Source: an optimization exercise on an open RTL-to-GDS flow (aim: small area). Production flows keep margins and buffers that such runs may drop. Where RTL was checked, it was by simulation tests only, not by an equivalence proof against the original. Power and IR drop assume default switching activity.

// sfr_top
module sfr_top (
    input  wire        clk,
    input  wire        rst,
    input  wire        evt_valid,
    input  wire [31:0] evt_data,
    output wire        evt_ready,
    output wire        rec_valid,
    output wire [2:0]  rec_port,
    output wire        rec_last,
    output wire [7:0]  rec_data,
    output wire [15:0] status,
    output wire [31:0] config_word,
    output wire [31:0] baud_word,
    output wire [31:0] stage_word
);
    localparam [7:0] STX = 8'h02;
    localparam [2:0] P_ANY = 3'd3, P_TXP = 3'd4;
    localparam [1:0] RX_START = 2'd0, RX_LEN = 2'd1, RX_BODY = 2'd2;
    localparam [1:0] TX_IDLE = 2'd0, TX_WAIT = 2'd1, TX_SEND = 2'd2;
    localparam [2:0] R_NONE = 3'd0, R_OK = 3'd1, R_BCC = 3'd2, R_LEN = 3'd3,
                     R_LINE = 3'd4, R_TIMEOUT = 3'd5;
    localparam [1:0] F_TX_BUSY = 2'd1, F_CONFIG = 2'd2, F_ILLEGAL = 2'd3;
    localparam [23:0] C_RESID = 24'd158400;
    localparam [23:0] K_RESP  = 24'd211199;
    localparam [3:0] S_IDLE = 4'd0, S_MUL = 4'd1, S_TICK = 4'd2, S_RBL = 4'd3,
                     S_WR = 4'd4, S_EMW = 4'd5, S_EMH = 4'd6, S_EMA = 4'd7,
                     S_EMB = 4'd8;
    reg        run;
    reg [1:0]  rx_state;
    reg [6:0]  body_count;
    reg        resid_armed;
    reg [1:0]  tx_state;
    reg [2:0]  last_result;
    reg        fault;
    reg [1:0]  fault_cause;
    reg [4:0]  cfg_node;
    reg [3:0]  cfg_en;
    reg [23:0] cfg_baud;
    reg [23:0] baud_stage;
    reg [6:0]  lge;
    reg [6:0]  tx_len;
    reg        tx_adr5;
    reg [7:0]  bcc_acc;
    reg [2:0]  cls;         
    reg [3:0]  seq;
    reg [2:0]  pp;          
  ...
For scale: about 2,000 cells after synthesis, roughly 1,200 flip-flops, about 160 I/O pins, roughly 29,000 um2 of cells after synthesis.
export LEC_CHECK = 0
export CAP_MARGIN = 20
export CORE_MARGIN = 2
export CORE_UTILIZATION = 70
export SLEW_MARGIN = 20
create_clock -name core_clock -period 10.0 [get_ports {clk}]
standard.sh (not shown) runs the stock make flow with config.mk's settings and CLKGATE_MAP_FILE= SYNTH_SCRIPT=/design/flow/synth_recipe.tcl, a recipe that flattens the netlist after the stock synthesis.
==> flow/flow/run.sh <==
#!/bin/bash
# Standard ORFS layout (the standard.sh, standard synthesis unchanged) with
# two placement/CTS options changed:
#  - port buffers use the smallest buffer (buf_1) instead of the default pick;
#  - CTS uses larger sink clusters and no dummy loads.
# All tool output goes to standard.log here; ORFS's own per-step logs stay
# under orfs/logs.
set -euo pipefail
cd "$(dirname "$0")/.."
CTS="-sink_clustering_enable -repair_clock_nets -dont_use_dummy_load"
CTS="$CTS -buf_list sky130_fd_sc_hd__clkbuf_8 -sink_clustering_size 16 -sink_clustering_max_diameter 60"
bash standard.sh \
  "BUFFER_PORTS_ARGS=-buffer_cell sky130_fd_sc_hd__buf_1" \
  "CTS_ARGS=$CTS" \
  finish > standard.log 2>&1
Rerun with:
==> flow/run.sh (new file) <==
#!/bin/bash
# synth_recipe.tcl (not shown) runs the flow's synth.tcl, then flattens the netlist and writes it again
# the make line also repeats each setting of config.mk as NAME=value (left out here)
make -C /OpenROAD-flow-scripts/flow DESIGN_CONFIG=/design/flow/config.mk WORK_HOME=/design/flow/orfs CLKGATE_MAP_FILE= SYNTH_SCRIPT=/design/flow/synth_recipe.tcl finish
Settings changed: CORE_UTILIZATION 70 to 40.
removed: flow/flow/run.sh
removed: flow/standard.sh
The changed run ran to the end with no violations.
Sequential share of layout area went down by 8.2 points.
First-iteration DRC count decreases by 18%.
Register-to-register slack gains 40 ps.
Clock power increases by 99%.
Critical path depth goes down by 1.
Routed wire length is lower by 0.77%.
Area after synthesis does not change.
Global-route usage goes down by 11 points.

========
sfr_top, a different RTL version from the one above (not shown whole).
Size in the first run: roughly 1200 flip-flops, roughly 160 I/O pins, ~0.029 mm^2 of cells after synthesis.
export LEC_CHECK = 0
export CAP_MARGIN = 20
export CORE_MARGIN = 2
export CORE_UTILIZATION = 85
export PLACE_DENSITY = 0.9
export SLEW_MARGIN = 20
create_clock -name core_clock -period 10.0 [get_ports {clk}]
==> flow/flow/run.sh <==
#!/bin/bash
# Standard ORFS layout (the standard.sh, standard synthesis unchanged) with
# two placement/CTS options changed:
#  - port buffers use the smallest buffer (buf_1) instead of the default pick;
#  - CTS uses larger sink clusters and no dummy loads.
# All tool output goes to standard.log here; ORFS's own per-step logs stay
# under orfs/logs.
set -euo pipefail
cd "$(dirname "$0")/.."
CTS="-sink_clustering_enable -repair_clock_nets -dont_use_dummy_load"
CTS="$CTS -buf_list sky130_fd_sc_hd__clkbuf_8 -sink_clustering_size 16 -sink_clustering_max_diameter 60"
bash standard.sh \
  "BUFFER_PORTS_ARGS=-buffer_cell sky130_fd_sc_hd__buf_1" \
  "CTS_ARGS=$CTS" \
  finish > standard.log 2>&1
The baseline failed in detailed placement.
Then changed:
CORE_UTILIZATION = 70   (was 85)
PLACE_DENSITY = not set   (was 0.9)
With this change the flow went through all stages and came out clean.
Synthesized cell count does not change.
Area after synthesis does not change.

========
Another version of the RTL of sfr_top (not shown whole).
Size: about 1900 cells after synthesis, ~1200 flip-flops, roughly 160 I/O pins, roughly 29000 um2 of cells after synthesis.
clock: 10.0 ns
lec_check: 0
cap_margin: 20
core_margin: 2
core_utilization: 75
slew_margin: 20
==> flow/flow/run.sh <==
#!/bin/bash
# Standard ORFS layout (the standard.sh, standard synthesis unchanged) with
# two placement/CTS options changed:
#  - port buffers use the smallest buffer (buf_1) instead of the default pick;
#  - CTS uses larger sink clusters and no dummy loads.
# All tool output goes to standard.log here; ORFS's own per-step logs stay
# under orfs/logs.
set -euo pipefail
cd "$(dirname "$0")/.."
CTS="-sink_clustering_enable -repair_clock_nets -dont_use_dummy_load"
CTS="$CTS -buf_list sky130_fd_sc_hd__clkbuf_4 -sink_clustering_size 10 -sink_clustering_max_diameter 30"
bash standard.sh \
  "BUFFER_PORTS_ARGS=-buffer_cell sky130_fd_sc_hd__buf_1" \
  "CTS_ARGS=$CTS" \
  SKIP_REPAIR_TIE_FANOUT=1 \
  finish > standard.log 2>&1
Rerun with:
--- a/flow/flow/run.sh
+++ b/flow/flow/run.sh
@@ -9,8 +9,7 @@
 cd "$(dirname "$0")/.."
 CTS="-sink_clustering_enable -repair_clock_nets -dont_use_dummy_load"
-CTS="$CTS -buf_list sky130_fd_sc_hd__clkbuf_4 -sink_clustering_size 10 -sink_clustering_max_diameter 30"
+CTS="$CTS -buf_list sky130_fd_sc_hd__clkbuf_16 -sink_clustering_size 26 -sink_clustering_max_diameter 40"
 bash standard.sh \
   "BUFFER_PORTS_ARGS=-buffer_cell sky130_fd_sc_hd__buf_1" \
   "CTS_ARGS=$CTS" \
-  SKIP_REPAIR_TIE_FANOUT=1 \
   finish > standard.log 2>&1
Result: The changed run finished clean; worst hold slack is worse by 0.014 ns; total power rose by 14%; final cell count came out lower by 0.82%.
Rerun with:
--- a/flow/flow/run.sh
+++ b/flow/flow/run.sh
@@ -9,5 +9,5 @@
 cd "$(dirname "$0")/.."
 CTS="-sink_clustering_enable -repair_clock_nets -dont_use_dummy_load"
-CTS="$CTS -buf_list sky130_fd_sc_hd__clkbuf_16 -sink_clustering_size 26 -sink_clustering_max_diameter 40"
+CTS="$CTS -buf_list sky130_fd_sc_hd__clkbuf_4 -sink_clustering_size 10 -sink_clustering_max_diameter 30"
 bash standard.sh \
   "BUFFER_PORTS_ARGS=-buffer_cell sky130_fd_sc_hd__buf_1" \
The changed run passed the timing, DRC and antenna checks.
Synthesized area is unchanged.
Setup slack improves by 0.22 ns.
Power went down by roughly a tenth.
Via count is lower by a few percent.
First-iteration DRC count is lower by a quarter to a third.
Core utilization is lower by 2.7 points.
Count of clock-buffer cells in the layout increases by 66.
Combinational power falls by a few percent.
Worst hold slack improves by 0.019 ns.
Final area falls by a few percent.
Critical path depth is unchanged.
Rerun with:
--- a/flow/flow/run.sh
+++ b/flow/flow/run.sh
@@ -1,7 +1,8 @@
 #!/bin/bash
 # Standard ORFS layout (the standard.sh, standard synthesis unchanged) with
-# two placement/CTS options changed:
+# three placement/CTS options changed to save cell area:
 #  - port buffers use the smallest buffer (buf_1) instead of the default pick;
-#  - CTS uses larger sink clusters and no dummy loads.
+#  - CTS builds small clusters of clkbuf_4 and inserts no dummy loads;
+#  - the tie cell made by synthesis is not split into one per load.
 # All tool output goes to standard.log here; ORFS's own per-step logs stay
 # under orfs/logs.
@@ -13,3 +14,4 @@
   "BUFFER_PORTS_ARGS=-buffer_cell sky130_fd_sc_hd__buf_1" \
   "CTS_ARGS=$CTS" \
+  SKIP_REPAIR_TIE_FANOUT=1 \
   finish > standard.log 2>&1
What happened: Clock-buffer cell count came out lower by 1. Power came out lower by 0.43%. Die area is unchanged. Design area came out lower by 0.58%. Sequential share of layout area came out higher by 0.46 points. Hold slack loses 0.0045 ns. Global-route usage came out lower by 1.8 points. Wire length came out lower by 7.0%. Sequential power stays flat.

========
sfr_top again, from the RTL that the note above started with.
clock: 10.0 ns
lec_check: 0
cap_margin: 20
core_margin: 2
core_utilization: 80
slew_margin: 20
==> flow/flow/run.sh <==
#!/bin/bash
# Standard ORFS layout (the standard.sh, standard synthesis unchanged) with
# three placement/CTS options changed to save cell area:
#  - port buffers use the smallest buffer (buf_1) instead of the default pick;
#  - CTS builds small clusters of clkbuf_4 and inserts no dummy loads;
#  - the tie cell made by synthesis is not split into one per load.
# All tool output goes to standard.log here; ORFS's own per-step logs stay
# under orfs/logs.
set -euo pipefail
cd "$(dirname "$0")/.."
CTS="-sink_clustering_enable -repair_clock_nets -dont_use_dummy_load"
CTS="$CTS -buf_list sky130_fd_sc_hd__clkbuf_4 -sink_clustering_size 10 -sink_clustering_max_diameter 30"
bash standard.sh \
  "BUFFER_PORTS_ARGS=-buffer_cell sky130_fd_sc_hd__buf_1" \
  "CTS_ARGS=$CTS" \
  SKIP_REPAIR_TIE_FANOUT=1 \
  finish > standard.log 2>&1
The first run ran to the end with no violations.
Then changed:
--- a/flow/flow/run.sh
+++ b/flow/flow/run.sh
@@ -12 +12 @@
-CTS="$CTS -buf_list sky130_fd_sc_hd__clkbuf_4 -sink_clustering_size 10 -sink_clustering_max_diameter 30"
+CTS="$CTS -buf_list sky130_fd_sc_hd__clkbuf_4 -sink_clustering_size 12 -sink_clustering_max_diameter 30"
Global-route usage went down by 0.39 points. Setup slack gains 0.019 ns. Combinational power hardly moves. Power fell by 0.87%. Synthesized area is unchanged. Clock power goes down by about 3%. Sequential share of layout area grows by 0.20 points. Routed wire length fell by 1.5%. Via count falls by 0.39%.

========
Setup of job 388:
Another version of the RTL of sfr_top (not shown whole).
Size: ~2000 cells after synthesis, roughly 1200 flip-flops, roughly 160 I/O pins, roughly 29000 um^2 of cells after synthesis.
Settings: LEC_CHECK=0, CAP_MARGIN=20, CORE_MARGIN=2, CORE_UTILIZATION=75, SLEW_MARGIN=20; clock period 10.0 ns.
==> flow/flow/run.sh <==
#!/bin/bash
# Standard ORFS layout (the standard.sh, standard synthesis unchanged) with
# two placement/CTS options changed:
#  - port buffers use the smallest buffer (buf_1) instead of the default pick;
#  - CTS uses larger sink clusters and no dummy loads.
# All tool output goes to standard.log here; ORFS's own per-step logs stay
# under orfs/logs.
set -euo pipefail
cd "$(dirname "$0")/.."
CTS="-sink_clustering_enable -repair_clock_nets -dont_use_dummy_load"
CTS="$CTS -buf_list sky130_fd_sc_hd__clkbuf_4 -sink_clustering_size 10 -sink_clustering_max_diameter 30"
bash standard.sh \
  "BUFFER_PORTS_ARGS=-buffer_cell sky130_fd_sc_hd__buf_1" \
  "CTS_ARGS=$CTS" \
  finish > standard.log 2>&1
Inputs modified between job 388 and job 9853:
--- a/flow/flow/run.sh
+++ b/flow/flow/run.sh
@@ -10,3 +10,3 @@
 CTS="-sink_clustering_enable -repair_clock_nets -dont_use_dummy_load"
-CTS="$CTS -buf_list sky130_fd_sc_hd__clkbuf_4 -sink_clustering_size 10 -sink_clustering_max_diameter 30"
+CTS="$CTS -buf_list sky130_fd_sc_hd__clkbuf_8 -sink_clustering_size 20 -sink_clustering_max_diameter 40"
 bash standard.sh \
## What came out
The post-route minimum period of job 9853 falls short of that of job 388 by 0.0058 ns.
Clock network power share (lower): job 388
Lower number of global-route vias before repair goes to job 9853 over job 388.
Here is what was changed in the inputs of job 4271 compared with job 9853.
--- a/flow/flow/run.sh
+++ b/flow/flow/run.sh
@@ -10,3 +10,3 @@
 CTS="-sink_clustering_enable -repair_clock_nets -dont_use_dummy_load"
-CTS="$CTS -buf_list sky130_fd_sc_hd__clkbuf_8 -sink_clustering_size 20 -sink_clustering_max_diameter 40"
+CTS="$CTS -buf_list sky130_fd_sc_hd__clkbuf_8 -sink_clustering_size 16 -sink_clustering_max_diameter 60"
 bash standard.sh \
--- a/flow/config.mk
+++ b/flow/config.mk
@@ -7,5 +7,6 @@
 export LEC_CHECK = 0
+export ABC_AREA = 1
 export CAP_MARGIN = 20
 export CORE_MARGIN = 2
-export CORE_UTILIZATION = 75
+export CORE_UTILIZATION = 70
 export SLEW_MARGIN = 20
### Flow results
Delta (job 4271 minus job 9853): overall routing resource usage +0.64 points; sequential power flat. In the tables for job 4271 and job 9853, met3 routed wirelength reads higher with job 9853. From job 9853 to job 4271 the numbers moved as follows: relative contribution of combinational cells to total power held; actual transition at the worst max-transition pin went down 0.026 ns. Taking job 9853 as the reference, in job 4271 final design instance area without fill picked up an extra 160 um^2, vertical die dimension picked up an extra about 3.7%, hold slack picked up an extra 0.012 ns, layout-stage area growth over the synthesis result neither gained nor lost much. | post-route total power | higher: job 9853 |. Job 9853 vs job 4271, endpoint of the most critical setup path: rec_data[6] vs rec_data[4]. Job 4271 ended up with a lower final worst-path cycle share than job 9853 did.
No run of this note included a check of the RTL's function; only the layout flow was run.

afterwards: timing with drivers on the ports:
How much do the figures lean on ideal ports? The routed layouts below were timed once more, with nothing changed but the port constraints.
Step 1 (the two cells are an assumption about what drives the block):
set clk [get_ports {clk}]
set_driving_cell -lib_cell sky130_fd_sc_hd__clkbuf_16 $clk
set_driving_cell -lib_cell sky130_fd_sc_hd__buf_2 [delete_from_list [all_inputs] $clk]
Step 2 times the ports against the registers' clock, not the clock port: input delays grow and output delays shrink by t, the midpoint of the rising clock arrivals with the driver on.
Three values: ideal ports, drivers, drivers and shift; two values: the first two.
run | t (ns) | setup WS [ns] | worst setup path after step 2 | latest minus earliest clock arrival (ns) | pins driven straight from the clock port
the first run of note 1 | 0.679 | 3.781 / 3.728 / 4.407 | register to output | 0.096 / 0.096 | 1
the second run of note 1 | 0.716 | 2.882 / 2.820 / 3.536 | register to output | 0.024 / 0.024 | 1
the second run of note 2 | 0.684 | 3.664 / 3.612 / 3.943 | input to register | 0.085 / 0.085 | 1
the first run of note 3 | 0.831 | 3.945 / 3.891 / 4.687 | input to register | 0.094 / 0.093 | 1
the second run of note 3 | 0.656 | 3.582 / 3.523 / 4.179 | register to output | 0.078 / 0.078 | 1
the third run of note 3 | 0.861 | 3.800 / 3.749 / 4.428 | input to register | 0.087 / 0.086 | 1
the fourth run of note 3 | 0.831 | 3.945 / 3.891 / 4.687 | input to register | 0.094 / 0.093 | 1
the first run of note 4 | 0.852 | 3.760 / 3.710 / 4.403 | input to register | 0.084 / 0.083 | 1
the second run of note 4 | 0.857 | 3.779 / 3.721 / 4.458 | input to register | 0.083 / 0.083 | 1
job 388 | 0.877 | 3.500 / 3.443 / 4.321 | register to output | 0.123 / 0.123 | 1
job 9853 | 0.700 | 3.506 / 3.451 / 4.150 | register to output | 0.097 / 0.097 | 1
job 4271 | 0.702 | 4.143 / 4.086 / 4.788 | register to output | 0.094 / 0.094 | 1
After both steps setup and hold are still met in every run listed.
